Background: an optimization exercise with open tools, aiming at small area, a short achievable clock period and few clock cycles per item. Do not read the settings as production practice.
Function was checked by simulation only, so behaviour that the tests miss may differ from the original.

==> module tec_fmul, before the edit <==
module tec_fmul (
    input  wire [31:0] a,
    input  wire [31:0] b,
    output reg  [31:0] p
);
    wire [7:0]  ea = a[30:23], eb = b[30:23];
    wire        a_max = &ea, b_max = &eb;
    wire        a_fz = ~|a[22:0], b_fz = ~|b[22:0];
    wire        a_nor = |ea, b_nor = |eb;
    wire        a_nan = a_max & ~a_fz, b_nan = b_max & ~b_fz;
    wire        a_inf = a_max & a_fz,  b_inf = b_max & b_fz;
    wire        a_zero = ~a_nor & a_fz, b_zero = ~b_nor & b_fz;
    wire        sp = a[31] ^ b[31];
    wire [23:0] ma = {a_nor, a[22:0]};
    wire [23:0] mb = {b_nor, b[22:0]};
    wire [47:0] rs, rc, prod;
    tec_mul24cs u_cs (.ma(ma), .mb(mb), .s(rs), .c(rc));
    tec_padd #(48) u_cpa (.a(rs), .b(rc), .ci(1'b0), .s(prod), .co());
    wire [5:0]  lza_r, lzb_r;
    tec_lzc32 u_lza (.a({ma, 8'd0}), .n(lza_r));
    tec_lzc32 u_lzb (.a({mb, 8'd0}), .n(lzb_r));
    wire [4:0]  lza = lza_r[4:0], lzb = lzb_r[4:0];
    reg  [4:0]  tza, tzb;
    integer i;
    always @* begin
        tza = 5'd24;
        tzb = 5'd24;
        for (i = 23; i >= 0; i = i - 1) begin
            if (ma[i]) tza = i[4:0];
            if (mb[i]) tzb = i[4:0];
        end
    end
    wire [5:0]  tzs = {1'b0, tza} + {1'b0, tzb};     
    wire signed [10:0] e46 = $signed({3'd0, ea[7:1], ea[0] | ~a_nor})
                           + $signed({3'd0, eb[7:1], eb[0] | ~b_nor}) - 11'sd127;
    wire        [5:0]  lzs = {1'b0, lza} + {1'b0, lzb};
    reg  [5:0]  lsh;
    reg  signed [10:0] e1;
    reg  [10:0] rsh;
    reg  [5:0]  sw;
    reg  [7:0]  e1c;
    reg         st_hi, st_lo, ovf_hi, ovf_lo;
    always @* begin
        if ($signed({5'd0, lzs}) < e46)
            lsh = lzs;
        else if (e46 > 11'sd1)
            lsh = e46[5:0] - 6'd1;
        else
            lsh = 6'd0;
        e1 = e46 - $signed({5'd0, lsh});
        rsh = (e1 < 11'sd1) ? (11'd1 - e1) : 11'd0;
        sw  = (rsh > 11'd26) ? 6'd49 : (6'd23 + rsh[5:0] - lsh);   
        e1c = (e1 < 11'sd1) ? 8'd1 : e1[7:0];
        st_hi  = tzs < sw;
        st_lo  = {1'b0, tzs} + 7'd1 < {1'b0, sw};
        ovf_hi = e1 > 11'sd253;
        ovf_lo = e1 > 11'sd254;
    end
    wire [48:0] wfull = {prod, 1'b0} >> sw;
    wire [25:0] wv = wfull[25:0];
    wire        top = wv[25];
    wire [22:0] frac = top ? wv[24:2] : wv[23:1];
    wire        g    = top ? wv[1] : wv[0];
    wire        lsb  = top ? wv[2] : wv[1];
    wire        st   = top ? st_hi : st_lo;
    wire [7:0]  fe   = top ? e1c + 8'd1 : (wv[24] ? e1c : 8'd0);
    wire        ovf  = top ? ovf_hi : (wv[24] & ovf_lo);
    wire        inc  = g & (st | lsb);
    wire [30:0] mag;
    tec_pinc #(31) u_rnd (.a({fe, frac}), .ci(inc), .s(mag), .co());
    always @* begin
        if (a_nan || b_nan || (a_inf && b_zero) || (b_inf && a_zero))
            p = 32'h7FC00000;
        else if (a_inf || b_inf || ovf)
            p = {sp, 8'hFF, 23'd0};
        else if (a_zero || b_zero)
            p = {sp, 31'd0};
        else
            p = {sp, mag};
    end
endmodule
clock: 60.0 ns
lec_check: 0
abc_area: 1
cap_margin: 20
core_area: 5 5 345 345
cts_buf_list: sky130_fd_sc_hd__clkbuf_4 sky130_fd_sc_hd__clkbuf_8
die_area: 0 0 350 350
place_density: 0.7
slew_margin: 20
standard.sh (not shown) runs the stock make flow with config.mk's settings and CLKGATE_MAP_FILE= SYNTH_SCRIPT=/design/flow/synth_recipe.tcl, a recipe that flattens the netlist after the stock synthesis.
==> flow/flow/run.sh <==
#!/bin/bash
# Layout flow: the standard ORFS flow (standard.sh), run in two parts:
#  2. placement to the final layout (standard.sh), with
#     - plain buf_1 cells as the port buffers (instead of delay cells);
#     - the port pins placed by flow/pins.tcl before the IO placer runs, so
#       that the port bits feeding one operand-register bit sit together;
#     - a setup-slack target for the timing repair after clock-tree synthesis
#       and after global routing, so that the repair works towards the period
#       the design can reach rather than stopping at the design's 60 ns
#       clock, which every path already meets.
# Each part's full output goes to a log file of its own in this folder.
set -uo pipefail
W=$PWD
export BUFFER_PORTS_ARGS="-buffer_cell sky130_fd_sc_hd__buf_1"
export PRE_IO_PLACEMENT_TCL="$W/flow/pins.tcl"
export SYNTH_KEEP_MODULES=tec_opmux
export MUX_ABC_SCRIPT="$W/flow/abc_mux.script"
export MAIN_ABC_SCRIPT="$W/flow/abc_main.script"
sed -e "s#SYNTH_SCRIPT=[^ ]*#SYNTH_SCRIPT=$W/flow/synth.tcl#" standard.sh > own_synth.sh
grep -q "SYNTH_SCRIPT=$W/flow/synth.tcl" own_synth.sh || exit 1
bash own_synth.sh synth floorplan > flow_1_synth_floorplan.log 2>&1 || exit 1
export SETUP_SLACK_MARGIN=46.5
bash standard.sh > flow_2_place_to_finish.log 2>&1 || exit 1
Other scripts of this flow, unchanged in this note and not shown: flow/flow/abc_main.script, flow/flow/abc_mux.script, flow/flow/pins.tcl, flow/flow/synth.tcl
Testbench counts at the start, summed over its fixed seeds: cycles 114,228, ticks 4,800.
Change:
--- a/flow/design.v
+++ b/flow/design.v
@@ -245,5 +245,5 @@
     reg  signed [10:0] e1;
     reg  [10:0] rsh;
-    reg  [5:0]  sw;
+    reg  [6:0]  sw;
     reg  [7:0]  e1c;
     reg         st_hi, st_lo, ovf_hi, ovf_lo;
@@ -257,8 +257,8 @@
         e1 = e46 - $signed({5'd0, lsh});
         rsh = (e1 < 11'sd1) ? (11'd1 - e1) : 11'd0;
-        sw  = (rsh > 11'd26) ? 6'd49 : (6'd23 + rsh[5:0] - lsh);   
+        sw  = (rsh > 11'd50) ? 7'd74 : (7'd23 + rsh[6:0] - {1'b0, lsh});
         e1c = (e1 < 11'sd1) ? 8'd1 : e1[7:0];
-        st_hi  = tzs < sw;
-        st_lo  = {1'b0, tzs} + 7'd1 < {1'b0, sw};
+        st_hi  = {1'b0, tzs} < sw;
+        st_lo  = {1'b0, tzs} + 7'd1 < sw;
         ovf_hi = e1 > 11'sd253;
         ovf_lo = e1 > 11'sd254;
Effect: Sequential cell count is unchanged; utilization came out higher by 0.65 points; die area is unchanged; setup slack gains 0.0091 ns; register-to-register slack loses 0.20 ns; non-clock buffer count is higher by 19.
Testbench counts after the change, summed over its fixed seeds: cycles 114,228, ticks 4,800.

[static timing again, ports no longer ideal]
In the flow no input, the clock included, has a driving cell. The finished layouts below were timed again as built, in two steps.
Step 1 assumes that a clkbuf_16 drives the clock port and a buf_2 every other input.
Step 2 times the ports against the registers' clock, not the clock port: input delays grow and output delays shrink by t, the midpoint of the rising clock arrivals with the driver on.
Slacks: ideal ports / drivers / drivers and shift; pairs: ideal ports / drivers.
run	t, ns	setup slack, ns	worst register clock-pin slew, ns	worst slew at a driven data input, ns
the first run	0.831	46.494 / 46.408 / 45.878	0.07 / 0.07	0.11
the second run	0.843	46.503 / 46.424 / 45.781	0.08 / 0.08	0.12
After both steps every run listed still meets setup and hold. For the second run, which loses most, drivers alone change the setup slack by -0.079 ns; drivers and shift together by -0.722 ns.
